Background: an optimization exercise with open tools, aiming at a short achievable clock period and few clock cycles. Do not read the settings as production practice.
Where RTL was checked, it was by simulation tests only, not by an equivalence proof against the original.
Function not checked in runs 1 to 4: the RTL went through the layout flow alone.
No activity file was given, so power comes from the tool's default toggle rates.

==> design/flow/design.v <==
`timescale 1ns/1ps
module cvb (
    input  wire        clk,
    input  wire        rst,           
    input  wire        host_wr,
    input  wire [2:0]  host_waddr,
    input  wire [15:0] host_wdata,
    input  wire [2:0]  host_raddr,
    output reg  [15:0] host_rdata,
    output wire        busy,
    output wire [2:0]  outcome,
    output wire        mem_en,
    output wire        mem_we,
    output wire [15:0] mem_addr,
    output wire [7:0]  mem_wdata,
    input  wire [7:0]  mem_rdata,
    output wire        poll_en,
    output wire [1:0]  poll_sel,      
    input  wire        poll_ans,
    output wire        put_en,
    output wire [7:0]  put_data,
    output wire        get_en,
    input  wire [7:0]  get_data,
    output wire        chs_valid,
    output wire [7:0]  chs_data,
    input  wire        chs_ready,
    input  wire        chs_err,
    input  wire        chr_valid,
    input  wire [7:0]  chr_data,
    input  wire        chr_err,
    output wire        chr_ready
);
    localparam [2:0] O_NONE    = 3'd0,
                     O_OK      = 3'd1,
                     O_TIMEOUT = 3'd2,
                     O_CHERR   = 3'd3,
                     O_MALF    = 3'd4,
                     O_INVAL   = 3'd5,
                     O_NOTF    = 3'd6,
                     O_ILLEGAL = 3'd7;
    localparam [7:0] LIMIT_RESET = 8'd16;
    reg [15:0] ptr, len, res;
    reg [7:0]  fill, limit;
    reg [2:0]  status;
    reg        busy_r;
    reg        m_wr, m_wtr, m_enc, m_dec, m_rsy;
    reg [1:0]  sub;               
    reg        mem_en_r, mem_we_r;
    reg [15:0] maddr;
    reg [7:0]  wreg;
    reg        poll_en_r, put_en_r, get_en_r, chr_ready_r;
    reg [1:0]  poll_sel_r;
    reg [7:0]  rem;               
    reg [15:0] left;              
    reg        rdp;               
    reg [7:0]  pbuf;              
    reg [7:0]  q0, q1, q2, q3, q4;  
    reg [2:0]  qn;
    reg [15:0] rp;                
    reg [4:0]  rleft;             
    reg [1:0]  trl_push;
    reg [2:0]  wn;                
    reg [15:0] wa, wb;            
    reg [4:0]  scnt;              
    reg [7:0]  rb;                
    reg        rbv, rbpar, apar;
    reg [15:0] sum;
    reg [7:0]  b30;
    reg [15:0] oaddr;             
    reg [14:0] oleft;             
    reg        rk_nb, rk_last;    
    reg        dk_nb, dk_last;    
    reg [15:0] daddr;             
    reg        hv, hc, h40;       
    reg [15:0] haddr;
    reg        exp40;             
    reg [15:0] npair;             
    assign busy      = busy_r;
    assign outcome   = status;
    wire dec_wr = m_dec & chr_valid & ~chr_err;
    assign mem_en    = mem_en_r | dec_wr;
    assign mem_we    = mem_we_r | dec_wr;
    assign mem_addr  = maddr;
    assign mem_wdata = m_wtr ? get_data : (m_dec ? chr_data : wreg);
    assign poll_en   = poll_en_r;
    assign poll_sel  = poll_sel_r;
    assign put_en    = put_en_r;
    assign put_data  = m_wtr ? fill : (rdp ? mem_rdata : pbuf);
    assign get_en    = get_en_r;
    assign chs_valid = (qn != 3'd0);
    assign chs_data  = q0;
    assign chr_ready = chr_ready_r;
    always @(*) begin
        case (host_raddr)
            3'd1:    host_rdata = {13'd0, status};
            3'd2:    host_rdata = ptr;
            3'd3:    host_rdata = len;
            3'd4:    host_rdata = {8'd0, fill};
            3'd5:    host_rdata = {8'd0, limit};
            3'd6:    host_rdata = res;
            default: host_rdata = 16'd0;
        endcase
    end
    wire        cmd_wr  = host_wr && (host_waddr == 3'd0) && !busy_r;
    wire [7:0]  opc     = host_wdata[7:0];
    wire        ptr_z   = (ptr == 16'd0);
    wire        len_z   = (len == 16'd0);
    wire        lim_z   = (limit == 8'd0);
    wire        lastp   = (rem == 8'd1);
    wire        lastb   = (left == 16'd1);
    wire        pop      = m_enc & (qn != 3'd0) & chs_ready;
    wire        sum_done = (rleft == 5'd0) & ~(mem_en_r & ~mem_we_r) & ~rdp & ~rbv;
    wire        push_t   = m_enc & sum_done & (trl_push != 2'd0) & (qn != 3'd5);
    wire        push     = (m_enc & rdp) | push_t;
    wire [7:0]  pushd    = rdp ? mem_rdata : (trl_push[0] ? ~sum[7:0] : ~sum[15:8]);
    wire [2:0]  qa       = qn - {2'd0, pop};           
    wire [2:0]  qn_next  = qa + {2'd0, push};
    wire        rd_now   = mem_en_r & ~mem_we_r;
    wire        rd_ok    = (rleft != 5'd0) & (({1'b0, qn} + {3'd0, rdp} + {3'd0, rd_now}) <= 4'd4);
    wire        wr_ok    = ~wn[2] & (~wn[1] | sum_done);
    wire        is20    = (mem_rdata == 8'h20);
    wire        is40    = (mem_rdata == 8'h40);
    wire        arr_nb  = rdp & dk_nb;
    wire        arr_odd = rdp & ~dk_nb;
    wire        nb_now  = mem_en_r & rk_nb;
    wire        found   = arr_nb & (exp40 ? is40 : is20);
    wire        a_cand  = is40 | (is20 & ~dk_last);
    wire        use_h   = arr_nb;                         
    wire        use_a   = arr_odd & ~nb_now;
    wire        s_cand  = use_h ? (hv & hc) : (use_a & a_cand);
    wire        s_40    = use_h ? h40 : is40;
    wire [15:0] s_addr  = use_h ? haddr : daddr;
    always @(posedge clk) begin
        if (rst) begin
            ptr    <= 16'd0;
            len    <= 16'd0;
            fill   <= 8'd0;
            limit  <= LIMIT_RESET;
            res    <= 16'd0;
            status <= O_NONE;
            busy_r <= 1'b0;
            m_wr <= 1'b0; m_wtr <= 1'b0; m_enc <= 1'b0; m_dec <= 1'b0; m_rsy <= 1'b0;
            sub  <= 2'd0;
            mem_en_r <= 1'b0; mem_we_r <= 1'b0;
            poll_en_r <= 1'b0; put_en_r <= 1'b0; get_en_r <= 1'b0; chr_ready_r <= 1'b0;
            poll_sel_r <= 2'd0;
            rdp  <= 1'b0;
            qn   <= 3'd0;
            rbv  <= 1'b0;
            hv   <= 1'b0;
            rk_nb <= 1'b0;
            dk_nb <= 1'b0;
        end else begin
            rdp     <= rd_now;
            dk_nb   <= rk_nb;
            dk_last <= rk_last;
            daddr   <= maddr;
            if (rdp) pbuf <= mem_rdata;
            if (!busy_r) begin
                if (host_wr) begin
                    case (host_waddr)
                        3'd2: ptr   <= host_wdata;
                        3'd3: len   <= host_wdata;
                        3'd4: fill  <= host_wdata[7:0];
                        3'd5: limit <= host_wdata[7:0];
                        default: ;
                    endcase
                end
                if (cmd_wr) begin
                    case (opc)
                        8'h01: begin
                            if (ptr_z || len_z) status <= O_INVAL;
                            else if (lim_z) status <= O_TIMEOUT;
                            else begin
                                busy_r    <= 1'b1;
                                m_wr      <= 1'b1;
                                sub       <= 2'd0;
                                poll_en_r <= 1'b1;
                                poll_sel_r <= 2'd0;
                                rem       <= limit;
                                left      <= len;
                                mem_en_r  <= 1'b1;
                                mem_we_r  <= 1'b0;
                                maddr     <= ptr;
                            end
                        end
                        8'h02: begin
                            if (ptr_z || len_z) status <= O_INVAL;
                            else begin
                                busy_r   <= 1'b1;
                                m_wtr    <= 1'b1;
                                sub      <= 2'd0;
                                put_en_r <= 1'b1;
                                left     <= len;
                                maddr    <= ptr;
                            end
                        end
                        8'h03: begin
                            if (ptr_z) status <= O_INVAL;
                            else begin
                                busy_r   <= 1'b1;
                                m_enc    <= 1'b1;
                                q0       <= 8'h20;
                                q1       <= 8'h40;
                                qn       <= 3'd2;
                                mem_en_r <= 1'b1;
                                mem_we_r <= 1'b0;
                                maddr    <= ptr + 16'd2;
                                rp       <= ptr + 16'd3;
                                rleft    <= 5'd27;
                                wn       <= 3'd0;
                                wa       <= ptr;
                                wb       <= ptr + 16'd30;
                                trl_push <= 2'b11;
                                sum      <= 16'h4020;
                                apar     <= 1'b0;
                                rbv      <= 1'b0;
                                scnt     <= 5'd0;
                            end
                        end
                        8'h04: begin
                            if (ptr_z) status <= O_INVAL;
                            else begin
                                busy_r      <= 1'b1;
                                m_dec       <= 1'b1;
                                chr_ready_r <= 1'b1;
                                maddr       <= ptr;
                                scnt        <= 5'd0;
                                sum         <= 16'd0;
                                rbv         <= 1'b0;
                            end
                        end
                        8'h05: begin
                            if (ptr_z || len_z) begin
                                status <= O_INVAL;
                                res    <= 16'd0;
                            end else if (len == 16'd1) begin
                                status <= O_NOTF;
                                res    <= 16'd0;
                            end else begin
                                busy_r   <= 1'b1;
                                m_rsy    <= 1'b1;
                                mem_en_r <= 1'b1;
                                mem_we_r <= 1'b0;
                                maddr    <= ptr + 16'd1;
                                rk_nb    <= 1'b0;
                                rk_last  <= (len[15:1] == 15'd1) & ~len[0];
                                oaddr    <= ptr + 16'd3;
                                oleft    <= len[15:1] - 15'd1;
                                hv       <= 1'b0;
                            end
                        end
                        default: status <= O_ILLEGAL;
                    endcase
                end
            end
            if (m_wr) begin
                mem_en_r <= 1'b0;
                if (mem_en_r) maddr <= maddr + 16'd1;
                case (sub)
                    2'd0: begin                           
                        if (poll_ans) begin
                            sub       <= 2'd1;
                            poll_en_r <= 1'b0;
                            put_en_r  <= 1'b1;
                            mem_en_r  <= ~lastb;          
                        end else if (lastp) begin
                            status    <= O_TIMEOUT;
                            busy_r    <= 1'b0;
                            m_wr      <= 1'b0;
                            poll_en_r <= 1'b0;
                        end else begin
                            rem <= rem - 8'd1;
                        end
                    end
                    2'd1: begin                           
                        sub        <= 2'd2;
                        put_en_r   <= 1'b0;
                        poll_en_r  <= 1'b1;
                        poll_sel_r <= 2'd1;
                        rem        <= limit;
                    end
                    default: begin                        
                        if (poll_ans) begin
                            if (lastb) begin
                                status    <= O_OK;
                                busy_r    <= 1'b0;
                                m_wr      <= 1'b0;
                                poll_en_r <= 1'b0;
                            end else begin
                                left       <= left - 16'd1;
                                sub        <= 2'd0;
                                poll_sel_r <= 2'd0;
                                rem        <= limit;
                            end
                        end else if (lastp) begin
                            status    <= O_TIMEOUT;
                            busy_r    <= 1'b0;
                            m_wr      <= 1'b0;
                            poll_en_r <= 1'b0;
                        end else begin
                            rem <= rem - 8'd1;
                        end
                    end
                endcase
            end
            if (m_wtr) begin
                case (sub)
                    2'd0: begin                           
                        put_en_r <= 1'b0;
                        if (lim_z) begin
                            status <= O_TIMEOUT;
                            busy_r <= 1'b0;
                            m_wtr  <= 1'b0;
                        end else begin
                            sub        <= 2'd1;
                            poll_en_r  <= 1'b1;
                            poll_sel_r <= 2'd2;
                            rem        <= limit;
                        end
                    end
                    2'd1: begin                           
                        if (poll_ans) begin
                            sub       <= 2'd2;
                            poll_en_r <= 1'b0;
                            get_en_r  <= 1'b1;
                            mem_en_r  <= 1'b1;
                            mem_we_r  <= 1'b1;
                        end else if (lastp) begin
                            status    <= O_TIMEOUT;
                            busy_r    <= 1'b0;
                            m_wtr     <= 1'b0;
                            poll_en_r <= 1'b0;
                        end else begin
                            rem <= rem - 8'd1;
                        end
                    end
                    default: begin                        
                        get_en_r <= 1'b0;
                        mem_en_r <= 1'b0;
                        mem_we_r <= 1'b0;
                        maddr    <= maddr + 16'd1;
                        if (lastb) begin
                            status <= O_OK;
                            busy_r <= 1'b0;
                            m_wtr  <= 1'b0;
                        end else begin
                            left     <= left - 16'd1;
                            sub      <= 2'd0;
                            put_en_r <= 1'b1;
                        end
                    end
                endcase
            end
            if (m_enc | m_dec) begin
                if (rbv) sum <= sum + (rbpar ? {rb, 8'h00} : {8'h00, rb});
            end
            if (m_enc) begin
                if (pop) begin
                    q0 <= q1; q1 <= q2; q2 <= q3; q3 <= q4;
                end
                if (push) begin
                    case (qa)
                        3'd0: q0 <= pushd;
                        3'd1: q1 <= pushd;
                        3'd2: q2 <= pushd;
                        3'd3: q3 <= pushd;
                        default: q4 <= pushd;
                    endcase
                end
                qn <= qn_next;
                if (push_t) trl_push <= trl_push[0] ? 2'b10 : 2'b00;
                rbv   <= rdp;
                rb    <= mem_rdata;
                rbpar <= apar;
                if (rdp) apar <= ~apar;
                if (rd_ok) begin
                    mem_en_r <= 1'b1;
                    mem_we_r <= 1'b0;
                    maddr    <= rp;
                    rp       <= rp + 16'd1;
                    rleft    <= rleft - 5'd1;
                end else if (wr_ok) begin
                    mem_en_r <= 1'b1;
                    mem_we_r <= 1'b1;
                    maddr    <= wa;
                    wa       <= wn[0] ? wb : wa + 16'd1;
                    wreg     <= wn[1] ? (wn[0] ? ~sum[15:8] : ~sum[7:0]) : (wn[0] ? 8'h40 : 8'h20);
                    wn       <= wn + 3'd1;
                end else begin
                    mem_en_r <= 1'b0;
                    mem_we_r <= 1'b0;
                end
                if (pop) begin
                    scnt <= scnt + 5'd1;
                    if (scnt == 5'd31) begin
                        status   <= chs_err ? O_CHERR : O_OK;
                        busy_r   <= 1'b0;
                        m_enc    <= 1'b0;
                        qn       <= 3'd0;
                        mem_en_r <= 1'b0;
                        mem_we_r <= 1'b0;
                    end
                end
            end
            if (m_dec) begin
                rbv <= 1'b0;
                if (chr_valid) begin
                    if (chr_err) begin
                        status      <= O_CHERR;
                        busy_r      <= 1'b0;
                        m_dec       <= 1'b0;
                        chr_ready_r <= 1'b0;
                    end else begin
                        maddr <= maddr + 16'd1;
                        scnt  <= scnt + 5'd1;
                        rb    <= chr_data;
                        rbv   <= (scnt < 5'd30);
                        rbpar <= scnt[0];
                        if (scnt == 5'd30) b30 <= chr_data;
                        if (scnt == 5'd31) begin
                            status      <= ((chr_data == ~sum[15:8]) && (b30 == ~sum[7:0])) ? O_OK : O_MALF;
                            busy_r      <= 1'b0;
                            m_dec       <= 1'b0;
                            chr_ready_r <= 1'b0;
                        end
                    end
                end
            end
            if (m_rsy) begin
                if (use_h) hv <= 1'b0;
                if (arr_odd & nb_now) begin
                    hv    <= 1'b1;
                    hc    <= a_cand;
                    h40   <= is40;
                    haddr <= daddr;
                end
                if (found) begin
                    res      <= npair;
                    status   <= O_OK;
                    busy_r   <= 1'b0;
                    m_rsy    <= 1'b0;
                    mem_en_r <= 1'b0;
                    hv       <= 1'b0;
                    rk_nb    <= 1'b0;
                end else if (s_cand) begin
                    mem_en_r <= 1'b1;
                    rk_nb    <= 1'b1;
                    rk_last  <= 1'b0;
                    maddr    <= s_40 ? s_addr - 16'd1 : s_addr + 16'd1;
                    npair    <= s_40 ? s_addr - 16'd1 : s_addr;
                    exp40    <= ~s_40;
                end else if (oleft != 15'd0) begin
                    mem_en_r <= 1'b1;
                    rk_nb    <= 1'b0;
                    rk_last  <= (oleft == 15'd1) & ~len[0];
                    maddr    <= oaddr;
                    oaddr    <= oaddr + 16'd2;
                    oleft    <= oleft - 15'd1;
                end else begin
                    mem_en_r <= 1'b0;
                    rk_nb    <= 1'b0;
                    if (!mem_en_r) begin
                        res    <= 16'd0;
                        status <= O_NOTF;
                        busy_r <= 1'b0;
                        m_rsy  <= 1'b0;
                    end
                end
            end
        end
    end
endmodule
==> design/flow/run.sh <==
#!/bin/bash
# synth_recipe.tcl (not shown) runs the flow's synth.tcl, then flattens the netlist and writes it again
# the make line also repeats each setting of config.mk as NAME=value (left out here)
make -C /OpenROAD-flow-scripts/flow DESIGN_CONFIG=/design/flow/config.mk WORK_HOME=/design/flow/orfs CLKGATE_MAP_FILE= SYNTH_SCRIPT=/design/flow/synth_recipe.tcl finish
==> design/flow/config.mk <==
export PLATFORM = sky130hd
export DESIGN_NAME = cvb
export DESIGN_NICKNAME = cvb
export VERILOG_FILES = /design/flow/design.v
export SDC_FILE = /design/flow/constraint.sdc
export NUM_CORES = 4
export LEC_CHECK = 0
export ABC_CLOCK_PERIOD_IN_PS = 1500
export CAP_MARGIN = 20
export CORE_MARGIN = 2
export CORE_UTILIZATION = 40
export PLACE_DENSITY = 0.6
export SETUP_SLACK_MARGIN = 3.5
export SLEW_MARGIN = 20
==> design/flow/constraint.sdc <==
create_clock -name core_clock -period 6.0 [get_ports {clk}]
set_input_delay 1.2000 -clock core_clock [delete_from_list [all_inputs] [get_ports {clk}]]
set_output_delay 1.2000 -clock core_clock [all_outputs]
set_load 0.01 [all_outputs]
==> results of run 1 <==
kinds of logic after synthesis:
| kind of cell | synth area share [%] |
|---|---|
| buffers and inverters | 3.90 |
| adder cells (fa/ha/maj) | 2.54 |
| XOR/XNOR | 4.75 |
| flip-flops | 42.7 |
| AO/OA/AOI/OAI | 20.3 |
| AND/OR/NAND/NOR | 20.6 |
| multiplexers | 5.20 |
cell usage after synthesis, types with 13 or more instances:
library cell | n | area share, %
nor2_1 | 318 | 5.0
edfxtp_1 | 277 | 35
nand2_1 | 277 | 4.4
a21oi_1 | 166 | 3.5
o21ai_0 | 153 | 3.2
clkbuf_1 | 132 | 2.1
mux2i_1 | 101 | 4.3
dfxtp_1 | 91 | 7.7
nand3_1 | 83 | 1.7
nor3_1 | 68 | 1.4
xnor2_1 | 66 | 2.4
a31oi_1 | 64 | 1.7
inv_1 | 63 | 1.0
xor2_1 | 63 | 2.3
a211oi_1 | 57 | 1.8
ha_1 | 45 | 2.4
and3_1 | 39 | 1.0
nor2b_1 | 38 | 1.0
a22oi_1 | 36 | 1.1
nand4_1 | 32 | 0.84
and2_1 | 28 | 0.74
o22ai_1 | 28 | 0.74
or3_1 | 28 | 0.74
a221oi_1 | 26 | 0.96
nor4_1 | 25 | 0.66
nand2b_1 | 21 | 0.55
mux2_2 | 20 | 0.95
buf_1 | 19 | 0.30
o211ai_1 | 19 | 0.60
buf_2 | 17 | 0.36
nor3b_1 | 14 | 0.44
a221o_1 | 13 | 0.55
a311oi_1 | 13 | 0.48
o221ai_1 | 13 | 0.48
o31ai_1 | 13 | 0.41
registers in the layout, indices dropped and copies added (netlist names), 15 cells and up:
| register | flops |
|---|---|
| daddr | 16 |
| haddr | 16 |
| left | 16 |
| len | 16 |
| maddr | 16 |
| npair | 16 |
| oaddr | 16 |
| ptr | 16 |
| res | 16 |
| rp | 16 |
| sum | 16 |
| wa | 16 |
| wb | 16 |
| oleft | 15 |
worst max-delay path by stage:
stage | start | end | slack (ns) | cells after the start
after floorplan | rst | res[10]$_SDFF_PP0_ | 1.18 | 5
after global routing | host_raddr[2] | host_rdata[0] | 2.46 | 8
after detailed placement | host_raddr[1] | host_rdata[7] | 1.01 | 5
after CTS | host_raddr[1] | host_rdata[2] | 2.58 | 6
after global placement | host_raddr[1] | host_rdata[7] | 1.08 | 5
final | host_raddr[2] | host_rdata[0] | 2.50 | 8
per-stage QoR:
step / utilization, % / total power [uW] / instance area (um^2) / std cells
after global placement: 45.1 / 3650 / 26600 / 3441
after detailed placement: 45.1 / 3660 / 26600 / 3441
after CTS: 56.4 / 6650 / 33200 / 3865
final: 60.0 / 6710 / 35300 / 3964
after floorplan: - / 3400 / 25100 / 2659
after global routing: 60.0 / 6900 / 35300 / 3964
final cells by class:
cell class / instances / area, um^2
clock inverters: 23 / 214
repair inverters: 1 / 8.76
repair buffers: 608 / 6220
inverters: 65 / 287
multi-input cells: 2065 / 16100
clock buffers: 61 / 1300
fillers: 4792 / 23600
flip-flops and latches: 368 / 10200
well taps: 773 / 967
timing repair:
item | in CTS | in global routing
cloned | 17 | 5
endpoints found under the setup margin | 423 | 378
setup buffers | 323 | 94
resized for setup | 987 | 308
pin swaps | 235 | 156
report_power, final:
part	internal [uW]	switching [uW]	total, uW
combinational	404	519	923
clock	1660	1170	2830
sequential	2830	127	2960
layer usage:
metal | vias up | global-route usage, % | routed length (um)
li1 | 11000 | - | -
met1 | 12300 | 44.0 | 42000
met2 | 1548 | 49.4 | 46300
met3 | 330 | 6.46 | 10700
met4 | 0 | 12.4 | 4780
met5 | - | 0 | 0
==> metrics.md, run 1 <==
| Metric | Value |
|---|---|
| Final worst slack | 2.50 ns |
| Core ar. | 58900 um^2 |
| Final WL | 104000 um |
| Crit path top cell by count | buf_6 |
| Leakage | 0.0132 uW |
| Hold Vio Cnt, Final | 0 |
| Final Setup Violations | 0 |
| Drt wl/cell | 26.2 um |
| CTS Buffer Depth | 3 |
| Hold Path Cell Cnt | 0 |
| WHS Endpoint | haddr[0]$_DFFE_PP_ |
| CP top delay family | buffers and inverters |
| Cells on worst reg2reg path | 8 |
| Initial antenna violation count | 1 |
| Share of layout cells above drive strength 1 | 38.8% |
| Critical R2R Launch | len[2]$_SDFFE_PP0P_ |
| Synth Flop Type | edfxtp_1 |
| Ports | 123 |
| Slew Limit Fails | 0 |
| First-pass GRT wire length | ~150000 um |
| Mapped Nets | between 2k and 3k |
| DR pass1 iterations | 6 |
| Starting DRT DRC Count | 3105 |
| Pre-CTS setup slack | 1.01 ns |
| Max-Cap Viols | 0 |
| Nets | 3255 |
| ANT cells | 0 |
| Cts bufs inserted | 45 |
| Power Dens Cells | 190 nW/um^2 |
| Final ANT Viol Nets | 0 |
| Reg-to-Reg End | maddr[7]$_DFFE_PN_ |
| Die Wd | 248 um |
| Starting density of the core | 40.3% |
| Gpl congestion | 0.964 |
| Clock Skew | 0.0211 ns |
| Hold_ws | 0.453 ns |
| Syn. warnings | 1 |
| Mapped Cells | 2659 |
| DIE AREA | about 60000 um^2 |
| Vias per cell | 6.35 |
| CTS tree | yes |
| All-layer global routing usage | 32.0% |
| Worst vdd ir | 0.227 mV |
| Async S/R FF share, synth | 0% |
| Crit share post-route | between 50% and 60% |
| Slowest-stage cell, CP | a221o_1 |
| Outcome | timing/DRC/antenna clean |
| Post-Synthesis Cell Area | 23800 um^2 |
| Slew HR | 34.1% |
| Row Count | 89 |
| Crit. End Element | primary output |
| Crit path DAT | approximately 2.3 ns |
| IO buf count | 122 |
| Most common cell after layout, fill and taps aside | edfxtp_1 |
| Remaining Overflow, GRT | 0 |
| H-tree levels | 2 |
| Synth cell types | 86 |
| Critical path class | primary input to primary output |
| Number of flops mapped to enable cells by yosys | 277 |
| Max Fclk | between 0.2 and 0.3 GHz |
| Vias in the first global route | about 23k |
| Crit path buf inv count | 4 |
| HPWL after DPL | 64400 um |
| Worst path required time | 4.80 ns |
| Hold WC Path Type | flip-flop to flip-flop |
| Syn Area/Cell | 8.94 um^2 |
| RSZ-0062 raised after global routing | true |
| CP cell instances | buf_6, buf_12, buf_6, nand3b_1, o21ai_1, nor2b_1, a221o_1, buf_2 |
| DRC | 0 |
| Worst-margin pin slew | around 1 ns |
| Clk sinks | 368 |
| Most frequent cells in the layout | 277 x edfxtp_1, 270 x buf_4, 254 x nor2_1 |
| Max incr delay on CP | 0.28 ns |
| Hold_buf cts | 0 |
| Post-route setup TNS | 0 ns |
| Min Tclk post-route | 3.50 ns |
| Seq/Total Area, Yosys | 42.7% |
| Die Span Y | 248 um |
| Vias after detailed routing | 25.2k |
| Worst-Skew Late Latency | roughly 0.60 ns |
| Type of origin of the critical path | primary input |
| Root buffer cell | clkbuf_16 |
| Worst hold path startpoint | daddr[0]$_DFFE_PN_ |
| Pin count of the biggest net entering global routing | about 110 |
| Synth-to-Final Area Change | 48.6% |
| Crit path max fanout | 5 |
| Worst R2R Setup Slack | 2.81 ns |
| Worst-path clk slew | 0.06 ns |
| Yosys reg bits | 368 |
==> inputs of run 2 (changes only) <==
--- a/design/flow/config.mk
+++ b/design/flow/config.mk
@@ -6,9 +6,9 @@
 export NUM_CORES = 4
 export LEC_CHECK = 0
-export ABC_CLOCK_PERIOD_IN_PS = 1500
+export ABC_CLOCK_PERIOD_IN_PS = 100
 export CAP_MARGIN = 20
 export CORE_MARGIN = 2
 export CORE_UTILIZATION = 40
 export PLACE_DENSITY = 0.6
-export SETUP_SLACK_MARGIN = 3.5
+export SETUP_SLACK_MARGIN = 3.0
 export SLEW_MARGIN = 20
==> metrics.md, run 2 <==
| Metric | Value |
|---|---|
| Crit. End Element | primary output |
| Cells on worst reg2reg path | 15 |
| Slew HR | around a third |
| Post-Synthesis Cell Area | 23800 um^2 |
| Most frequent cells in the layout | 277 x edfxtp_1, 270 x nor2_1, 254 x nand2_1 |
| Compound-Gate Fraction of Synth Area | 20.3% |
| Clock Skew | 0.0154 ns |
| Worst-path clk slew | 0.06 ns |
| Worst-Skew Late Latency | 0.59 ns |
| Nets | 3098 |
| Starting density of the core | between 40% and 50% |
| Internal power | ~4900 uW |
| Vias in the first global route | roughly 22k |
| DIE AREA | a little over 60000 um^2 |
| Crit path DAT | roughly 2.3 ns |
| CTS tree | yes |
| Synth Flop Type | edfxtp_1 |
| Sw frac | 26.3% |
| Syn Area/Cell | 8.94 um^2 |
| Synth area leaders | edfxtp_1 35%, dfxtp_1 7.7%, nor2_1 5.0% |
| Synth-to-Final Area Change | 36.2% |
| Drt wl/cell | approximately 26 um |
| Crit path from | host_raddr[2] |
| Type of origin of the critical path | primary input |
| Top Metal Used | met4 |
| Mapped Nets | ~2.8k |
| Seq/Total Area, Yosys | 42.7% |
| P_sw | 1750 uW |
| Core ar. | ~59000 um^2 |
| Share of layout cells above drive strength 1 | 27.9% |
| Post-synth top cells | 318 x nor2_1, 277 x edfxtp_1, 277 x nand2_1, 166 x a21oi_1, 153 x o21ai_0 |
| HPWL after DPL | 64100 um |
| Leakage | 0.0120 uW |
| Async S/R FF share, synth | 0% |
| Worst path required time | 4.80 ns |
| Cts bufs inserted | 44 |
| Hold Path Cell Cnt | 0 |
| First-pass GRT wire length | 142000 um |
| Worst R2R Setup Slack | 2.80 ns |
| DR pass1 iterations | 6 |
| Final WL | 98100 um |
| Die Wd | 248 um |
| WHS Endpoint | haddr[5]$_DFFE_PP_ |
| Area occupied by multi-input gates | 14900 um^2 |
| Vias after detailed routing | 24.1k |
| H-tree levels | 2 |
| Post-Synth Adder-Cell Area | 2.54% |
| Yosys reg bits | 368 |
| Worst vdd ir | between 0.2 and 0.25 mV |
| Syn. warnings | 1 |
| Crit path max fanout | 4 |
| Hold WC Path Type | flip-flop to flip-flop |
| Reg-to-Reg End | maddr[8]$_DFFE_PN_ |
| CTS Buffer Depth | 3 |
| Row Count | 89 |
| Ports | between 100 and 150 |
| Root buffer cell | clkbuf_16 |
| All-layer global routing usage | 30.6% |
| Worst hold path startpoint | daddr[5]$_DFFE_PN_ |
| Synth cell types | 86 |
| Final ANT Viol Nets | 0 |
| Final Setup Violations | 0 |
| Fillers | 5142 |
| Vias per cell | between 6 and 7 |
| Clock share of power | 43.3% |
| Max-Cap Viols | 0 |
| Outcome | timing/DRC/antenna clean |
| Power Dens Cells | 206 nW/um^2 |
| Pin count of the biggest net entering global routing | around 100 |
| Worst-margin pin slew | between 1 and 1.5 ns |
| Most frequent cell after synthesis | nor2_1 |
| Post-synthesis mux area share | 5.20% |
| Most common cell after layout, fill and taps aside | edfxtp_1 |
| Remaining Overflow, GRT | 0 |
| Die Span Y | 248 um |
| Mapped Cells | 2659 |
| Layout Utilization | a little over half |
| Yosys top cell area share | 35.0% |
| Number of flops mapped to enable cells by yosys | 277 |
| RSZ-0062 raised after global routing | true |
| Gpl congestion | around 0.95 |
| Met2 wire length | 43700 um |
| Simple-Gate Fraction of Synth Area | between 20% and 30% |
| Largest family of logic cells by synthesized area | simple AND/OR/NAND/NOR gates |
| Critical R2R Launch | mem_en_r$_SDFF_PP0_ |
| Max Fclk | 0.284 GHz |
| Met1 WL | between 40000 and 50000 um |
| Initial antenna violation count | 2 |
| Slew Limit Fails | 0 |
| Met3 wire length | 9500 um |
| Min Tclk post-route | 3.52 ns |
| IO buf count | 122 |
| Seq pwr share | 44.3% |
| Largest area contributor in the netlist | edfxtp_1 |
| Register area | between 10000 and 15000 um^2 |
| Hold Vio Cnt, Final | 0 |
| DRC | 0 |
| Post-route setup TNS | 0 ns |
| Combinational power share | 12.4% |
| Starting DRT DRC Count | roughly 2.8k |
| Post-Synth XOR/XNOR Area | under 10% |
| Crit share post-route | between 50% and 60% |
| Clk sinks | 368 |
| Critical path class | primary input to primary output |
[run 2: cell counts after synthesis]
No cell type changed its count.
[run 2: layout make-up]
class	instances	area share, %
diodes	2	0.0155
clock buffers	63	4.16
clock inverters	15	0.599
inverters	65	0.878
multi-input cells	2060	46.0
flip-flops and latches	368	31.4
well taps	773	2.99
repair buffers	457	13.9
repair inverters	1	0.0271
[run 2: worst max path at each step]
stage,end,slack [ns],cells past startpoint
6_report,host_rdata[0],2.48,6
5_1_grt,host_rdata[0],2.47,6
4_1_cts,host_rdata[0],2.45,6
3_5_place_dp,host_rdata[7],1.06,5
3_3_place_gp,host_rdata[7],1.08,5
2_1_floorplan,res[10]$_SDFF_PP0_,1.18,5
[run 2: kinds of logic (layout without fill, tap and decap cells)]
| kind of cell | after synthesis | in the layout |
|---|---|---|
| xor gates and xnor gates | 129 | 129 |
| DFF | 368 | 368 |
| AOI/OAI and AO/OA | 729 | 729 |
| other | 0 | 2 |
| and+or+nand+nor | 1029 | 1034 |
| buffers and inverters | 236 | 601 |
| adders and majority gates | 47 | 47 |
| muxes | 121 | 121 |
[run 2: what timing repair did]
action | 4_1_cts | 5_1_grt
resized for setup | 556 | 237
pin swaps | 92 | 93
gates cloned | 7 | 6
buffers inserted | 194 | 80
endpoints found under the setup margin | 321 | 186
hold buffers | 0 | 0
[run 2: routing by layer]
layer  vias up  track usage (%)
met5         -                0
met4         0             10.3
met3       248             4.90
met2      1373             47.7
met1     11800             43.2
li1      10700                -
[run 2: critical path, stage by stage]
cell and delay (ns):
buf_6 0.09, buf_8 0.13, buf_12 0.13, mux2_4 0.30
a221o_1 0.32, buf_2 0.14
[run 2: power by group through the flow]
stage | clock, uW | sequential [uW] | combinational, uW
2_1_floorplan | 0 | 2960 | 433
3_3_place_gp | 0 | 3010 | 630
3_5_place_dp | 0 | 3010 | 639
4_1_cts | 2920 | 2950 | 746
5_1_grt | 3010 | 2960 | 881
6_report | 2890 | 2960 | 827
[run 2: metrics by stage]
step	worst slack [ns]	total power, uW	cell area [um^2]	hold slack, ns	instances
2_1_floorplan	1.18	3390	24900	0.419	2659
3_3_place_gp	1.08	3640	26400	0.434	3436
3_5_place_dp	1.06	3650	26400	0.435	3437
4_1_cts	2.45	6610	30600	0.449	3716
5_1_grt	2.47	6850	32400	0.463	3802
6_report	2.48	6670	32400	0.447	3804
==> inputs of run 3 (changes only) <==
--- a/design/flow/config.mk
+++ b/design/flow/config.mk
@@ -6,5 +6,5 @@
 export NUM_CORES = 4
 export LEC_CHECK = 0
-export ABC_CLOCK_PERIOD_IN_PS = 100
+export ABC_CLOCK_PERIOD_IN_PS = 3000
 export CAP_MARGIN = 20
 export CORE_MARGIN = 2
==> metrics.md, run 3 <==
| Metric | Value |
|---|---|
| Hold_buf cts | 0 |
| Clk sinks | approximately 370 |
| Starting density of the core | roughly 40% |
| Die Wd | 248 um |
| RSZ-0062 raised after global routing | true |
| Synth cell types | 86 |
| Simple-Gate Fraction of Synth Area | just over 20% |
| Hold Path Cell Cnt | 0 |
| IO buf count | 122 |
| Ports | 123 |
| Share of layout cells above drive strength 1 | roughly 28% |
| Syn Area/Cell | 8.94 um^2 |
| Worst-margin pin slew | just over 1 ns |
| Root buffer cell | clkbuf_16 |
| Nets | 3098 |
| HPWL after DPL | ~64000 um |
| Crit path max fanout | 4 |
| Synth-to-Final Area Change | 36.2% |
| Crit. End Element | primary output |
| Initial antenna violation count | 2 |
| Post-Synth Adder-Cell Area | 2.54% |
| Post-synthesis mux area share | 5.20% |
| Mapped Nets | ~2.8k |
| Min Tclk post-route | 3.52 ns |
| DRC | 0 |
| Vias in the first global route | between 20k and 25k |
| Clock Skew | 0.0154 ns |
| Post-Synth XOR/XNOR Area | between 4 and 5% |
| Crit path DAT | 2.32 ns |
| Seq pwr share | approximately 44% |
| Worst path required time | 4.80 ns |
| Starting DRT DRC Count | around 2.8k |
| All-layer global routing usage | 30.6% |
| Gpl congestion | 0.952 |
| Post-synth top cells | 318 x nor2_1, 277 x edfxtp_1, 277 x nand2_1, 166 x a21oi_1, 153 x o21ai_0 |
| Pin count of the biggest net entering global routing | 101 |
| Vias per cell | 6.32 |
| Final ANT Viol Nets | 0 |
| Post-route setup TNS | 0 ns |
| H-tree levels | 2 |
| Worst vdd ir | 0.204 mV |
| Vias after detailed routing | 24.1k |
| Critical path class | primary input to primary output |
| Yosys top cell area share | 35.0% |
| Die Span Y | between 200 and 250 um |
| Slew Limit Fails | 0 |
| Hold WC Path Type | flip-flop to flip-flop |
| Max-Cap Viols | 0 |
| Fillers | 5142 |
| Number of flops mapped to enable cells by yosys | between 200 and 300 |
| Compound-Gate Fraction of Synth Area | roughly 20% |
| Crit share post-route | 58.7% |
| CTS Buffer Depth | 3 |
| Slew HR | 31.8% |
| CTS tree | yes |
| Internal power | 4920 uW |
| Cts bufs inserted | between 40 and 50 |
| Combinational power share | 12.4% |
| Clock share of power | 43.3% |
| Core ar. | just under 60000 um^2 |
| Syn. warnings | 1 |
| Max Fclk | between 0.2 and 0.3 GHz |
| Yosys reg bits | 368 |
| Largest family of logic cells by synthesized area | simple AND/OR/NAND/NOR gates |
| DIE AREA | about 61000 um^2 |
| Mapped Cells | 2659 |
| First-pass GRT wire length | 142000 um |
| Worst-path clk slew | 0.06 ns |
| Sw frac | 26.3% |
| Cells on worst reg2reg path | 15 |
| Type of origin of the critical path | primary input |
| Row Count | 89 |
| Most frequent cell after synthesis | nor2_1 |
| Slowest-stage cell, CP | a221o_1 |
| Synth area leaders | edfxtp_1 35%, dfxtp_1 7.7%, nor2_1 5.0% |
| Final Setup Violations | 0 |
| DR pass1 iterations | 6 |
| Async S/R FF share, synth | 0% |
| Leakage | 0.0120 uW |
| Drt wl/cell | approximately 26 um |
| Most common cell after layout, fill and taps aside | edfxtp_1 |
| Post-Synthesis Cell Area | 23800 um^2 |
| Most frequent cells in the layout | 277 x edfxtp_1, 270 x nor2_1, 254 x nand2_1 |
| Remaining Overflow, GRT | 0 |
| Hold Vio Cnt, Final | 0 |
| Seq/Total Area, Yosys | a little over two fifths |
| P_sw | 1750 uW |
| Max incr delay on CP | 0.32 ns |
| Outcome | timing/DRC/antenna clean |
| Synth Flop Type | edfxtp_1 |
| Largest area contributor in the netlist | edfxtp_1 |
| Final WL | 98100 um |
| Layout Utilization | 54.9% |
| Power Dens Cells | between 200 and 250 nW/um^2 |
| Worst-Skew Late Latency | 0.59 ns |
| CP cell instances | buf_6, buf_8, buf_12, mux2_4, a221o_1, buf_2 |
-- run 3: cell counts after synthesis --
Identical to the previous run, type by type.
-- run 3: final timing paths --
kind / start / slack [ns] / end
setup / recovery: host_raddr[2] / 2.48 / host_rdata[0]
hold / removal: daddr[5]$_DFFE_PN_ / 0.45 / haddr[5]$_DFFE_PP_
setup reg to reg: mem_en_r$_SDFF_PP0_ / 2.80 / maddr[8]$_DFFE_PN_
hold reg to reg: daddr[5]$_DFFE_PN_ / 0.45 / haddr[5]$_DFFE_PP_
-- run 3: logic make-up after synthesis --
kind of cell / Yosys count
compound gates: 729
fa+ha+maj: 47
flops: 368
mux: 121
xor+xnor: 129
buf+inv: 236
simple gates: 1029
-- run 3: layer usage --
metal	share of wire [%]	vias up	track usage (%)
met3	9.7	248	4.90
met5	0	-	0
li1	-	10700	-
met2	45	1373	47.7
met4	4.0	0	10.3
met1	42	11800	43.2
-- run 3: final cells by class --
| type | instances | area [um^2] | area share (%) |
|---|---|---|---|
| Timing Repair inverter | 1 | 8.76 | 0.0271 |
| Multi-Input combinational cell | 2060 | 14900 | 46.0 |
| Tap cell | 773 | 967 | 2.99 |
| Clock buffer | 63 | 1350 | 4.16 |
| Inverter | 65 | 284 | 0.878 |
| Sequential cell | 368 | 10200 | 31.4 |
| Timing Repair Buffer | 457 | 4490 | 13.9 |
| Antenna cell | 2 | 5.00 | 0.0155 |
| Clock inverter | 15 | 194 | 0.599 |
-- run 3: critical path, delay by kind of cell --
family                 cells  cell delay, ns
AO/OA/AOI/OAI              1            0.32
buffers and inverters      4            0.49
multiplexers               1            0.30
-- run 3: power groups by stage --
stage | logic [uW] | registers, uW | clock network [uW]
after CTS | 746 | 2950 | 2920
after detailed placement | 639 | 3010 | 0
after floorplan | 433 | 2960 | 0
final | 827 | 2960 | 2890
after global routing | 881 | 2960 | 3010
after global placement | 630 | 3010 | 0
-- run 3: through the flow --
step	instances	power, uW	hold slack, ns	setup slack, ns	instance area, um^2
3_5_place_dp	3437	3650	0.435	1.06	26400
4_1_cts	3716	6610	0.449	2.45	30600
6_report	3804	6670	0.447	2.48	32400
3_3_place_gp	3436	3640	0.434	1.08	26400
5_1_grt	3802	6850	0.463	2.47	32400
2_1_floorplan	2659	3390	0.419	1.18	24900
-- run 3: timing repair --
action | 4_1_cts | 5_1_grt
gates resized for setup | 556 | 237
endpoints found under the setup margin | 321 | 186
gates cloned | 7 | 6
hold endpoints to repair | 0 | 0
setup buffers | 194 | 80
pin swaps | 92 | 93
==> inputs of run 4 (changes only) <==
--- a/design/flow/design.v
+++ b/design/flow/design.v
@@ -7,5 +7,5 @@
     input  wire [15:0] host_wdata,
     input  wire [2:0]  host_raddr,
-    output reg  [15:0] host_rdata,
+    output wire [15:0] host_rdata,
     output wire        busy,
     output wire [2:0]  outcome,
@@ -91,15 +91,8 @@
     assign chs_data  = q0;
     assign chr_ready = chr_ready_r;
-    always @(*) begin
-        case (host_raddr)
-            3'd1:    host_rdata = {13'd0, status};
-            3'd2:    host_rdata = ptr;
-            3'd3:    host_rdata = len;
-            3'd4:    host_rdata = {8'd0, fill};
-            3'd5:    host_rdata = {8'd0, limit};
-            3'd6:    host_rdata = res;
-            default: host_rdata = 16'd0;
-        endcase
-    end
+    cvb_rdmux u_rdmux (
+        .a(host_raddr), .status(status), .ptr(ptr), .len(len), .fill(fill), .limit(limit),
+        .res(res), .q(host_rdata)
+    );
     wire        cmd_wr  = host_wr && (host_waddr == 3'd0) && !busy_r;
     wire [7:0]  opc     = host_wdata[7:0];
@@ -472,2 +465,21 @@
     end
 endmodule
+module cvb_rdmux (
+    input  wire [2:0]  a,
+    input  wire [2:0]  status,
+    input  wire [15:0] ptr, len, res,
+    input  wire [7:0]  fill, limit,
+    output reg  [15:0] q
+);
+    always @(*) begin
+        case (a)
+            3'd1:    q = {13'd0, status};
+            3'd2:    q = ptr;
+            3'd3:    q = len;
+            3'd4:    q = {8'd0, fill};
+            3'd5:    q = {8'd0, limit};
+            3'd6:    q = res;
+            default: q = 16'd0;
+        endcase
+    end
+endmodule
--- a/design/flow/config.mk
+++ b/design/flow/config.mk
@@ -6,5 +6,4 @@
 export NUM_CORES = 4
 export LEC_CHECK = 0
-export ABC_CLOCK_PERIOD_IN_PS = 3000
 export CAP_MARGIN = 20
 export CORE_MARGIN = 2
@@ -13,2 +12,4 @@
 export SETUP_SLACK_MARGIN = 3.0
 export SLEW_MARGIN = 20
+export SYNTH_HIERARCHICAL = 1
+export SYNTH_MINIMUM_KEEP_SIZE = 0
==> metrics.md, run 4 <==
| Metric | Value |
|---|---|
| Seq/Total Area, Yosys | 43.2% |
| All-layer global routing usage | 28.4% |
| Crit path from | host_raddr[0] |
| Most frequent cell after synthesis | nor2_1 |
| Hold_ws | 0.466 ns |
| Synth cell types | 97 |
| Slew HR | 31.6% |
| Hold Vio Cnt, Final | 0 |
| Yosys top cell area share | between 30% and 40% |
| Async S/R FF share, synth | 0% |
| Critical path class | primary input to primary output |
| Number of flops mapped to enable cells by yosys | 277 |
| Final Non-Filler Cells | 3649 |
| Final worst slack | 2.47 ns |
| Clk sinks | 368 |
| Post-route setup TNS | 0 ns |
| Post-Synthesis Cell Area | 23500 um^2 |
| Largest area contributor in the netlist | edfxtp_1 |
| Mapped Cells | roughly 2.6k |
| Worst R2R Setup Slack | 2.68 ns |
| Ports | 123 |
| Placed Cells | around 3.3k |
| Worst path required time | 4.80 ns |
| RSZ-0062 raised after global routing | true |
| Die Wd | 246 um |
| Post-synth top cells | 287 x nor2_1, 283 x nand2_1, 277 x edfxtp_1, 162 x o21ai_0, 132 x a21oi_1 |
| Worst-margin pin slew | 1.03 ns |
| Share of layout cells above drive strength 1 | ~28% |
| Vias per cell | 6.21 |
| Initial antenna violation count | 0 |
| CTS Buffer Depth | 3 |
| Crit. End Element | primary output |
| Synth Flop Type | edfxtp_1 |
| Core ar. | between 50000 and 60000 um^2 |
| Worst-Skew Late Latency | 0.59 ns |
| Mapped Nets | 2665 |
| Leakage | roughly 0.012 uW |
| Clock Skew | 0.0249 ns |
| Worst vdd ir | 0.216 mV |
| Hold WC Path Type | flip-flop to flip-flop |
| DRC | 0 |
| Critical R2R Launch | rdp$_SDFF_PP0_ |
| Pin count of the biggest net entering global routing | 77 |
| ANT cells | 0 |
| HPWL after DPL | 60900 um |
| Type of origin of the critical path | primary input |
| Yosys reg bits | 368 |
| Worst hold path startpoint | daddr[13]$_DFFE_PN_ |
| Register area | 10200 um^2 |
| Slew Limit Fails | 0 |
| CTS tree | yes |
| Final Setup Violations | 0 |
| Cts bufs inserted | 43 |
| Vias after detailed routing | 22.7k |
| Max-Cap Viols | 0 |
| Drt wl/cell | 24.7 um |
| Reg-to-Reg End | maddr[7]$_DFFE_PN_ |
| Final WL | approximately 90000 um |
| Synth-to-Final Area Change | 32.7% |
| Most common cell after layout, fill and taps aside | edfxtp_1 |
| Cells on worst reg2reg path | 15 |
| Worst-path clk slew | 0.06 ns |
| Gpl congestion | 0.976 |
| Crit path DAT | approximately 2.3 ns |
| Synth area leaders | edfxtp_1 35%, dfxtp_1 7.8%, mux2i_1 4.6% |
| Starting density of the core | 40.6% |
| Crit path max fanout | 5 |
| Worst Setup EP | host_rdata[4] |
| IO buf count | around 120 |
| DIE AREA | 60600 um^2 |
| Layout Utilization | 53.9% |
| Syn. warnings | 8 |
| Hold_buf cts | 0 |
| Remaining Overflow, GRT | 0 |
| Nets | 2950 |
| Syn Area/Cell | 9.15 um^2 |
| Root buffer cell | clkbuf_16 |
| Crit share post-route | 58.9% |
| Die Span Y | around 250 um |
| Vias in the first global route | 21.1k |
| Fillers | 5128 |
| Starting DRT DRC Count | 2247 |
| Most frequent cells in the layout | 277 x edfxtp_1, 248 x nor2_1, 242 x nand2_1 |
| Row Count | 88 |
| Outcome | timing/DRC/antenna clean |
| First-pass GRT wire length | 132000 um |
| Pre-CTS setup slack | around 1.3 ns |
| Max Fclk | ~0.28 GHz |
| Min Tclk post-route | 3.53 ns |
| H-tree levels | 2 |
| DR pass1 iterations | 7 |
| Power Dens Cells | 206 nW/um^2 |
| Area occupied by multi-input gates | 14600 um^2 |
| Final ANT Viol Nets | 0 |
run 4: cell types whose count changed after synthesis, sizes merged, moves of 14 or more:
| cell | before | now |
|---|---|---|
| clkbuf | 132 | 115 |
| a21oi | 166 | 133 |
| a22o | 3 | 18 |
| nor2 | 318 | 289 |
| nand4 | 32 | 17 |
| a222oi | 4 | 18 |
run 4: modules after synthesis (local to each module, per instance):
module / cell area [um^2] / flops+latches / copies in the design
cvb_rdmux: 636 / 0 / 1
cvb: 22800 / 368 / 1
run 4: worst min path at each step:
stage | slack [ns] | endpoint | cells after the start
2_1_floorplan | 0.43 | haddr[11]$_DFFE_PP_ | 0
3_3_place_gp | 0.44 | haddr[12]$_DFFE_PP_ | 0
3_5_place_dp | 0.45 | haddr[14]$_DFFE_PP_ | 0
4_1_cts | 0.46 | haddr[12]$_DFFE_PP_ | 0
5_1_grt | 0.48 | haddr[12]$_DFFE_PP_ | 0
6_report | 0.47 | haddr[13]$_DFFE_PP_ | 0
run 4: per-stage QoR:
step / instance area, um^2 / power, uW
after floorplan: 24400 / 3340
after global placement: 26000 / 3570
after detailed placement: 26000 / 3580
after CTS: 29400 / 6400
after global routing: 31100 / 6600
final: 31100 / 6430
run 4: critical path: stages:
cell and delay (ns):
buf_12 0.11, buf_12 0.12, nor2b_4 0.13, buf_6 0.12, a22o_1 0.19, a221o_1 0.30, buf_2 0.15
run 4: cells by family after synthesis:
group	share of synthesized area (%)
buf+inv	3.74
compound gates	19.4
fa+ha+maj	2.57
flops	43.2
xor+xnor	5.04
mux	5.53
simple gates	20.5
run 4: layout make-up:
type | instances | share of cell area, %
clock buffers | 61 | 3.84
clock inverters | 19 | 0.856
inverters | 62 | 0.832
multi-input cells | 1988 | 47.0
flip-flops and latches | 368 | 32.7
well taps | 765 | 3.07
repair buffers | 385 | 11.7
repair inverters | 1 | 0.0281
run 4: power breakdown:
group	switching [uW]	total [uW]	internal [uW]
Clock	1130	2780	1650
Sequential	126	2950	2830
Combinational	398	695	297
Total	1650	6430	4780
run 4: what timing repair did:
action / in CTS / in global routing
gates cloned: 11 / 4
endpoints found under the hold margin: 0 / 0
pin swaps: 97 / 127
setup buffers: 110 / 104
resized for setup: 532 / 244
setup endpoints to repair: 388 / 206
run 4: routing by layer:
| metal | global-route usage, % | up-vias | routed length [um] |
|---|---|---|---|
| met5 | 0 | - | 0 |
| met2 | 45.1 | 1087 | 41300 |
| li1 | - | 10200 | - |
| met3 | 4.14 | 243 | 6970 |
| met4 | 11.4 | 0 | 4120 |
| met1 | 38.8 | 11200 | 37700 |
==> inputs of run 5 (changes only) <==
--- a/design/flow/design.v
+++ b/design/flow/design.v
@@ -7,5 +7,5 @@
     input  wire [15:0] host_wdata,
     input  wire [2:0]  host_raddr,
-    output wire [15:0] host_rdata,
+    output reg  [15:0] host_rdata,
     output wire        busy,
     output wire [2:0]  outcome,
@@ -55,11 +55,9 @@
     reg        rdp;               
     reg [7:0]  pbuf;              
-    reg [7:0]  q0, q1, q2, q3, q4;  
+    reg [7:0]  q0, q1, q2, q3;    
     reg [2:0]  qn;
     reg [15:0] rp;                
     reg [4:0]  rleft;             
-    reg [1:0]  trl_push;
-    reg [2:0]  wn;                
-    reg [15:0] wa, wb;            
+    reg [1:0]  hdr_pend, trl_pend, trl_push;
     reg [4:0]  scnt;              
     reg [7:0]  rb;                
@@ -91,8 +89,15 @@
     assign chs_data  = q0;
     assign chr_ready = chr_ready_r;
-    cvb_rdmux u_rdmux (
-        .a(host_raddr), .status(status), .ptr(ptr), .len(len), .fill(fill), .limit(limit),
-        .res(res), .q(host_rdata)
-    );
+    always @(*) begin
+        case (host_raddr)
+            3'd1:    host_rdata = {13'd0, status};
+            3'd2:    host_rdata = ptr;
+            3'd3:    host_rdata = len;
+            3'd4:    host_rdata = {8'd0, fill};
+            3'd5:    host_rdata = {8'd0, limit};
+            3'd6:    host_rdata = res;
+            default: host_rdata = 16'd0;
+        endcase
+    end
     wire        cmd_wr  = host_wr && (host_waddr == 3'd0) && !busy_r;
     wire [7:0]  opc     = host_wdata[7:0];
@@ -104,5 +109,5 @@
     wire        pop      = m_enc & (qn != 3'd0) & chs_ready;
     wire        sum_done = (rleft == 5'd0) & ~(mem_en_r & ~mem_we_r) & ~rdp & ~rbv;
-    wire        push_t   = m_enc & sum_done & (trl_push != 2'd0) & (qn != 3'd5);
+    wire        push_t   = m_enc & sum_done & (trl_push != 2'd0) & (qn != 3'd4);
     wire        push     = (m_enc & rdp) | push_t;
     wire [7:0]  pushd    = rdp ? mem_rdata : (trl_push[0] ? ~sum[7:0] : ~sum[15:8]);
@@ -110,6 +115,4 @@
     wire [2:0]  qn_next  = qa + {2'd0, push};
     wire        rd_now   = mem_en_r & ~mem_we_r;
-    wire        rd_ok    = (rleft != 5'd0) & (({1'b0, qn} + {3'd0, rdp} + {3'd0, rd_now}) <= 4'd4);
-    wire        wr_ok    = ~wn[2] & (~wn[1] | sum_done);
     wire        is20    = (mem_rdata == 8'h20);
     wire        is40    = (mem_rdata == 8'h40);
@@ -202,7 +205,6 @@
                                 rp       <= ptr + 16'd3;
                                 rleft    <= 5'd27;
-                                wn       <= 3'd0;
-                                wa       <= ptr;
-                                wb       <= ptr + 16'd30;
+                                hdr_pend <= 2'b11;
+                                trl_pend <= 2'b11;
                                 trl_push <= 2'b11;
                                 sum      <= 16'h4020;
@@ -351,13 +353,12 @@
             if (m_enc) begin
                 if (pop) begin
-                    q0 <= q1; q1 <= q2; q2 <= q3; q3 <= q4;
+                    q0 <= q1; q1 <= q2; q2 <= q3;
                 end
                 if (push) begin
-                    case (qa)
-                        3'd0: q0 <= pushd;
-                        3'd1: q1 <= pushd;
-                        3'd2: q2 <= pushd;
-                        3'd3: q3 <= pushd;
-                        default: q4 <= pushd;
+                    case (qa[1:0])
+                        2'd0: q0 <= pushd;
+                        2'd1: q1 <= pushd;
+                        2'd2: q2 <= pushd;
+                        default: q3 <= pushd;
                     endcase
                 end
@@ -368,5 +369,5 @@
                 rbpar <= apar;
                 if (rdp) apar <= ~apar;
-                if (rd_ok) begin
+                if (rleft != 5'd0 && ({1'b0, qn_next} + {3'd0, rd_now}) <= 4'd3) begin
                     mem_en_r <= 1'b1;
                     mem_we_r <= 1'b0;
@@ -374,11 +375,16 @@
                     rp       <= rp + 16'd1;
                     rleft    <= rleft - 5'd1;
-                end else if (wr_ok) begin
+                end else if (hdr_pend != 2'b00) begin
+                    mem_en_r <= 1'b1;
+                    mem_we_r <= 1'b1;
+                    maddr    <= hdr_pend[0] ? ptr : ptr + 16'd1;
+                    wreg     <= hdr_pend[0] ? 8'h20 : 8'h40;
+                    hdr_pend <= hdr_pend[0] ? 2'b10 : 2'b00;
+                end else if (sum_done && trl_pend != 2'b00) begin
                     mem_en_r <= 1'b1;
                     mem_we_r <= 1'b1;
-                    maddr    <= wa;
-                    wa       <= wn[0] ? wb : wa + 16'd1;
-                    wreg     <= wn[1] ? (wn[0] ? ~sum[15:8] : ~sum[7:0]) : (wn[0] ? 8'h40 : 8'h20);
-                    wn       <= wn + 3'd1;
+                    maddr    <= trl_pend[0] ? ptr + 16'd30 : ptr + 16'd31;
+                    wreg     <= trl_pend[0] ? ~sum[7:0] : ~sum[15:8];
+                    trl_pend <= trl_pend[0] ? 2'b10 : 2'b00;
                 end else begin
                     mem_en_r <= 1'b0;
@@ -465,21 +471,2 @@
     end
 endmodule
-module cvb_rdmux (
-    input  wire [2:0]  a,
-    input  wire [2:0]  status,
-    input  wire [15:0] ptr, len, res,
-    input  wire [7:0]  fill, limit,
-    output reg  [15:0] q
-);
-    always @(*) begin
-        case (a)
-            3'd1:    q = {13'd0, status};
-            3'd2:    q = ptr;
-            3'd3:    q = len;
-            3'd4:    q = {8'd0, fill};
-            3'd5:    q = {8'd0, limit};
-            3'd6:    q = res;
-            default: q = 16'd0;
-        endcase
-    end
-endmodule
--- a/design/flow/config.mk
+++ b/design/flow/config.mk
@@ -10,6 +10,3 @@
 export CORE_UTILIZATION = 40
 export PLACE_DENSITY = 0.6
-export SETUP_SLACK_MARGIN = 3.0
 export SLEW_MARGIN = 20
-export SYNTH_HIERARCHICAL = 1
-export SYNTH_MINIMUM_KEEP_SIZE = 0
==> metrics.md, run 5 <==
| Metric | Value |
|---|---|
| Outcome | timing/DRC/antenna clean |
| Max-Cap Viols | 0 |
| Pin count of the biggest net entering global routing | 81 |
| Remaining Overflow, GRT | 0 |
| Final ANT Viol Nets | 0 |
| Area of placed instances | 24100 um^2 |
| Crit path DAT | 3.85 ns |
| Share of layout cells above drive strength 1 | just over 7% |
| Ports | 123 |
| Max Fclk | 0.198 GHz |
| Clk sinks | around 330 |
| DIE AREA | 57000 um^2 |
| H-tree levels | 2 |
| All-layer global routing usage | between 20% and 30% |
| Syn Area/Cell | 8.72 um^2 |
| Hold Vio Cnt, Final | 0 |
| Crit path top cell by count | clkdlybuf4s50_1 |
| Clock Skew | about 0.023 ns |
| Hold_buf cts | 0 |
| Syn. warnings | 1 |
| Nets | 2699 |
| Worst-path clk slew | 0.06 ns |
| Hold_ws | 0.455 ns |
| CTS tree | yes |
| Yosys reg bits | 329 |
| Starting density of the core | 40.2% |
| Crit path buf inv count | 3 |
| Synth Flop Type | edfxtp_1 |
| Initial antenna violation count | 0 |
| Post-CTS resize count | 0 |
| Yosys top cell area share | 32.4% |
| Die Span Y | 239 um |
| RSZ-0062 raised after global routing | false |
| Hold WC Path Type | flip-flop to flip-flop |
| Drt wl/cell | about 25 um |
| Pre-CTS setup slack | between 0.8 and 0.9 ns |
| Mapped Cells | roughly 2.5k |
| Crit path max fanout | 15 |
| CTS Buffer Depth | 3 |
| Seq/Total Area, Yosys | 40.7% |
| Cts bufs inserted | 40 |
| IO buf count | 122 |
| Die Wd | roughly 240 um |
| Combinational power share | between 10% and 20% |
| First-pass GRT wire length | 125000 um |
| Most common cell after layout, fill and taps aside | nor2_1 |
| DR pass1 iterations | 6 |
| Root buffer cell | clkbuf_16 |
| Post-synth top cells | 287 x nor2_1, 261 x nand2_1, 238 x edfxtp_1, 183 x o21ai_0, 155 x a21oi_1 |
| Final WL | 84300 um |
| Internal power | 4200 uW |
| ANT cells | 0 |
| Synth cell types | 93 |
| Worst vdd ir | 0.164 mV |
| Post-CTS setup buffers | 0 |
| Slew HR | approximately a quarter |
| Worst path required time | 4.80 ns |
| DRC | 0 |
| Vias per cell | 6.39 |
| Most frequent cells in the layout | 286 x nor2_1, 261 x nand2_1, 238 x edfxtp_1 |
| Worst-margin pin slew | 1.08 ns |
| Vias in the first global route | a little under 20k |
| Final Setup Violations | 0 |
| P_sw | 1480 uW |
| Core ar. | 54800 um^2 |
| Mapped Nets | 2623 |
| Clock share of power | a little over two fifths |
| Async S/R FF share, synth | 0% |
| CP top delay family | buffers and inverters |
| Worst-Skew Late Latency | 0.58 ns |
| Vias after detailed routing | 21.3k |
| Final instance area | 25400 um^2 |
| Post-route setup TNS | 0 ns |
| Crit. End Element | primary output |
| Sw frac | 26.0% |
| Critical path class | primary input to primary output |
| Synth area leaders | edfxtp_1 32%, dfxtp_1 8.3%, nor2_1 4.9% |
| Leakage | 0.00901 uW |
| Slowest-stage cell, CP | clkdlybuf4s50_1 |
| Starting DRT DRC Count | between 2k and 3k |
| Layout Utilization | 46.3% |
| Largest area contributor in the netlist | edfxtp_1 |
| Number of flops mapped to enable cells by yosys | 238 |
| Crit share post-route | 84.1% |
| Post-Synthesis Cell Area | 22000 um^2 |
| CP cell instances | clkdlybuf4s50_1, inv_1, nor2_1, a221oi_1, a31oi_1, clkdlybuf4s50_1 |
| Row Count | 86 |
| Most frequent cell after synthesis | nor2_1 |
| Power Dens Cells | 224 nW/um^2 |
| Min Tclk post-route | 5.05 ns |
| Type of origin of the critical path | primary input |
| Slew Limit Fails | 0 |
| Synth-to-Final Area Change | 15.2% |
| Max incr delay on CP | 0.83 ns |
| Gpl congestion | 0.962 |
| HPWL after DPL | 62400 um |
| Seq pwr share | 46.3% |
| Final worst slack | 0.952 ns |
==> run 5: cell count changes after synthesis, moves of 20 or more <==
cell / delta
edfxtp_1: -39
a21oi_1: +23
a31oi_1: -23
nand2_1: -22
o21ai_0: +21
a211oi_1: -20
==> run 5: area by class of cell <==
class / count / area (um^2)
multi-input cells: 1966 / 12200
repair buffers: 195 / 1760
clock inverters: 16 / 171
inverters: 69 / 264
well taps: 704 / 881
flip-flops and latches: 329 / 8970
fillers: 5313 / 29400
clock buffers: 56 / 1130
==> run 5: path summary, 6_finish.rpt <==
check | startpoint | to | slack (ns) | cells after the start
hold reg to reg | daddr[0]$_DFFE_PN_ | haddr[0]$_DFFE_PP_ | 0.45 | 0
setup / recovery | host_raddr[2] | host_rdata[1] | 0.95 | 6
setup reg to reg | rleft[0]$_DFFE_PN_ | maddr[6]$_DFFE_PN_ | 1.32 | 18
hold / removal | daddr[0]$_DFFE_PN_ | haddr[0]$_DFFE_PP_ | 0.45 | 0
==> run 5: layer usage <==
metal	routed length [um]	vias up	global-route usage, %
met2	36900	1112	43.4
met5	0	-	0
met4	3290	0	10.6
met3	7440	172	5.00
met1	36700	10300	41.1
li1	-	9694	-
==> run 5: power by group through the flow <==
stage	clock network (uW)	registers, uW	logic (uW)
finish	2470	2630	577
global route	2590	2640	626
CTS	2510	2630	570
detailed placement	0	2670	566
global placement	0	2670	561
floorplan	0	2630	377
==> run 5: cell families after synthesis <==
logic type / after synthesis / share of synthesized area (%)
compound gates: 754 / 22.6
xor+xnor: 110 / 4.44
fa+ha+maj: 44 / 2.53
buf+inv: 230 / 4.08
flops: 329 / 40.7
mux: 110 / 5.11
simple gates: 948 / 20.6
==> run 5: metrics by stage <==
stage	std cells	total power [uW]
4_1_cts	3335	5710
2_1_floorplan	2525	3010
3_5_place_dp	3263	3240
3_3_place_gp	3263	3230
5_1_grt	3335	5860
6_report	3335	5680
Testbench counts of run 5, summed over its fixed seeds: cycles 35,352.
==> inputs of run 6 (changes only) <==
--- a/design/flow/config.mk
+++ b/design/flow/config.mk
@@ -6,7 +6,9 @@
 export NUM_CORES = 4
 export LEC_CHECK = 0
+export ABC_CLOCK_PERIOD_IN_PS = 3000
 export CAP_MARGIN = 20
 export CORE_MARGIN = 2
 export CORE_UTILIZATION = 40
 export PLACE_DENSITY = 0.6
+export SETUP_SLACK_MARGIN = 3.0
 export SLEW_MARGIN = 20
==> metrics.md, run 6 <==
| Metric | Value |
|---|---|
| Seq/Total Area, Yosys | 40.7% |
| Synth cell types | 93 |
| Hold WC Path Type | flip-flop to flip-flop |
| Synth-to-Final Area Change | 35.1% |
| Crit share post-route | between 60% and 70% |
| Initial antenna violation count | 1 |
| Nets | around 2.9k |
| Remaining Overflow, GRT | 0 |
| Worst path required time | 6.32 ns |
| Fillers | a little under 5k |
| Max incr delay on CP | 0.48 ns |
| All-layer global routing usage | 30.5% |
| Simple-Gate Fraction of Synth Area | 20.6% |
| Most frequent cell after synthesis | nor2_1 |
| Type of origin of the critical path | flip-flop |
| Register area | 8990 um^2 |
| Crit path top cell by count | ha_4 |
| CTS Buffer Depth | 3 |
| Largest area contributor in the netlist | edfxtp_1 |
| Die Span Y | 239 um |
| Synth area leaders | edfxtp_1 32%, dfxtp_1 8.3%, nor2_1 4.9% |
| Post-synth top cells | 287 x nor2_1, 261 x nand2_1, 238 x edfxtp_1, 183 x o21ai_0, 155 x a21oi_1 |
| RSZ-0062 raised after global routing | true |
| Largest family of logic cells by synthesized area | compound AO/OA/AOI/OAI gates |
| Pre-CTS setup slack | ~0.83 ns |
| Post-Synth Adder-Cell Area | under 10% |
| Slew HR | between 20 and 30% |
| CP cell instances | inv_2, ha_4, nor4b_4, buf_4, nand3_4, a311o_1, nand2_2, ha_4, ha_4, xor3_2, a311o_2, buf_8, o211ai_1, a21oi_1, or4_1 |
| Hold Vio Cnt, Final | 0 |
| Power Dens Cells | 199 nW/um^2 |
| Synth Flop Type | edfxtp_1 |
| Worst-margin pin slew | roughly 1.1 ns |
| Worst vdd ir | 0.209 mV |
| Compound-Gate Fraction of Synth Area | 22.6% |
| Final ANT Viol Nets | 0 |
| Crit path DAT | 4.09 ns |
| Area occupied by multi-input gates | 14200 um^2 |
| Crit path max fanout | 4 |
| Most common cell after layout, fill and taps aside | nor2_1 |
| Hold_buf cts | 0 |
| Post-Synth XOR/XNOR Area | under 10% |
| IO buf count | 122 |
| Slowest-stage cell, CP | or4_1 |
| Mapped Nets | 2623 |
| Critical path class | flip-flop to flip-flop |
| Vias in the first global route | 21.0k |
| Slew Limit Fails | 0 |
| DIE AREA | 57000 um^2 |
| Syn Area/Cell | 8.72 um^2 |
| Share of layout cells above drive strength 1 | 26.4% |
| Clock Skew | 0.0250 ns |
| DRC | 0 |
| Die Wd | 239 um |
| Drt wl/cell | around 26 um |
| Crit. End Element | flip-flop |
| Pin count of the biggest net entering global routing | 114 |
| Yosys reg bits | 329 |
| Syn. warnings | 1 |
| ANT cells | 0 |
| Leakage | 0.0111 uW |
| Most frequent cells in the layout | 252 x nor2_1, 238 x edfxtp_1, 231 x nand2_1 |
| Ports | 123 |
| Final Setup Violations | 0 |
| Core ar. | 54800 um^2 |
| First-pass GRT wire length | approximately 130000 um |
| Gpl congestion | approximately 1 |
| Number of flops mapped to enable cells by yosys | 238 |
| Max Fclk | roughly 0.27 GHz |
| Post-route setup TNS | 0 ns |
| Mapped Cells | approximately 2.5k |
| Min Tclk post-route | ~3.8 ns |
| Vias after detailed routing | 22.9k |
| Async S/R FF share, synth | 0% |
| HPWL after DPL | 62400 um |
| Worst-path clk slew | 0.07 ns |
| Final WL | 91300 um |
| H-tree levels | 2 |
| Starting density of the core | approximately 40% |
| Starting DRT DRC Count | 2646 |
| DR pass1 iterations | 6 |
| Outcome | timing/DRC/antenna clean |
| Vias per cell | 6.43 |
| Row Count | 86 |
| Clk sinks | 329 |
| CTS tree | yes |
| Post-synthesis mux area share | 5.11% |
| Cts bufs inserted | 41 |
| Worst-Skew Late Latency | 0.58 ns |
| Root buffer cell | clkbuf_16 |
| Post-Synthesis Cell Area | between 20000 and 25000 um^2 |
| Yosys top cell area share | 32.4% |
| Final worst slack | 2.23 ns |
| Max-Cap Viols | 0 |
-- run 6: cell counts after synthesis --
No cell type changed its count.
-- run 6: report_power, final --
part           total, uW  internal (uW)  switching [uW]
Combinational        746            325             421
Clock               2550           1490            1060
Sequential          2630           2520             113
-- run 6: metrics by stage --
step           instances  area [um^2]  util, %  hold WS, ns  total power, uW
4_1_cts             3470        28300     51.6        0.438             5880
6_report            3554        29800     54.3        0.436             5930
2_1_floorplan       2525        23100        -        0.419             3030
3_5_place_dp        3240        24700     45.0        0.434             3270
3_3_place_gp        3239        24600     45.0        0.428             3260
5_1_grt             3554        29800     54.3        0.453             6090
-- run 6: critical path, delay by kind of cell, from the launching register on --
family                   cells  cell delay, ns
AO/OA/AOI/OAI                4            1.14
AND/OR/NAND/NOR              4            0.83
buffers and inverters        3            0.44
adder cells (fa/ha/maj)      3            0.41
flip-flops                   1            0.41
XOR/XNOR                     1            0.29
-- run 6: cell type report --
type	instances	share of cell area [%]
Multi-Input combinational cell	1972	47.8
Sequential cell	329	30.2
Timing Repair Buffer	405	13.5
Clock buffer	56	3.91
Tap cell	704	2.96
Inverter	69	0.984
Clock inverter	19	0.643
-- run 6: cell families (layout without fill, tap and decap cells) --
group	after synthesis	count (layout)
simple gates	948	954
buf+inv	230	549
mux	110	110
flops	329	329
compound gates	754	754
xor+xnor	110	110
fa+ha+maj	44	44
-- run 6: metal layers --
metal | up-vias | GRT usage (%) | part of all wire (%)
met5 | - | 0 | 0
met4 | 0 | 12.0 | 4.5
met3 | 285 | 5.70 | 10
met2 | 1384 | 47.0 | 45
met1 | 11100 | 42.2 | 41
li1 | 10100 | - | -
-- run 6: final timing paths --
kind	startpoint	to	slack (ns)	cells after the start
worst max-delay path	rleft[1]$_DFFE_PN_	maddr[6]$_DFFE_PN_	2.23	15
worst min-delay path	daddr[2]$_DFFE_PN_	haddr[2]$_DFFE_PP_	0.44	0
worst max register to register	rleft[1]$_DFFE_PN_	maddr[6]$_DFFE_PN_	2.23	15
worst min register to register	daddr[2]$_DFFE_PN_	haddr[2]$_DFFE_PP_	0.44	0
-- run 6: what timing repair did --
action | 4_1_cts | 5_1_grt
pin swaps | 88 | 101
cloned | 9 | 4
setup buffers | 146 | 80
setup endpoints to repair | 272 | 173
resized for setup | 519 | 221

==> re-timing with driven ports <==
Ports are ideal in the flow. The routed layouts listed here were re-timed in OpenROAD.
Step 1, drivers: a clkbuf_16 drives clk and a buf_2 each remaining input, both assumed.
Step 2 also shifts input and output timing later by t, the mid clock arrival at the registers, as if the neighbouring blocks saw the same clock.
Slacks: ideal / step 1 / step 2; pairs: ideal / step 1.
run | t, ns | setup WS [ns]
run 1 | 0.653 | 2.503 / 2.469 / 2.166
run 2 | 0.649 | 2.478 / 2.419 / 2.252
run 3 | 0.649 | 2.478 / 2.419 / 2.252
run 4 | 0.641 | 2.468 / 2.419 / 2.030
run 5 | 0.626 | 0.952 / 0.922 / 0.790
run 6 | 0.621 | 2.229 / 2.229 / 1.700
After both steps setup and hold are still met in every run listed.
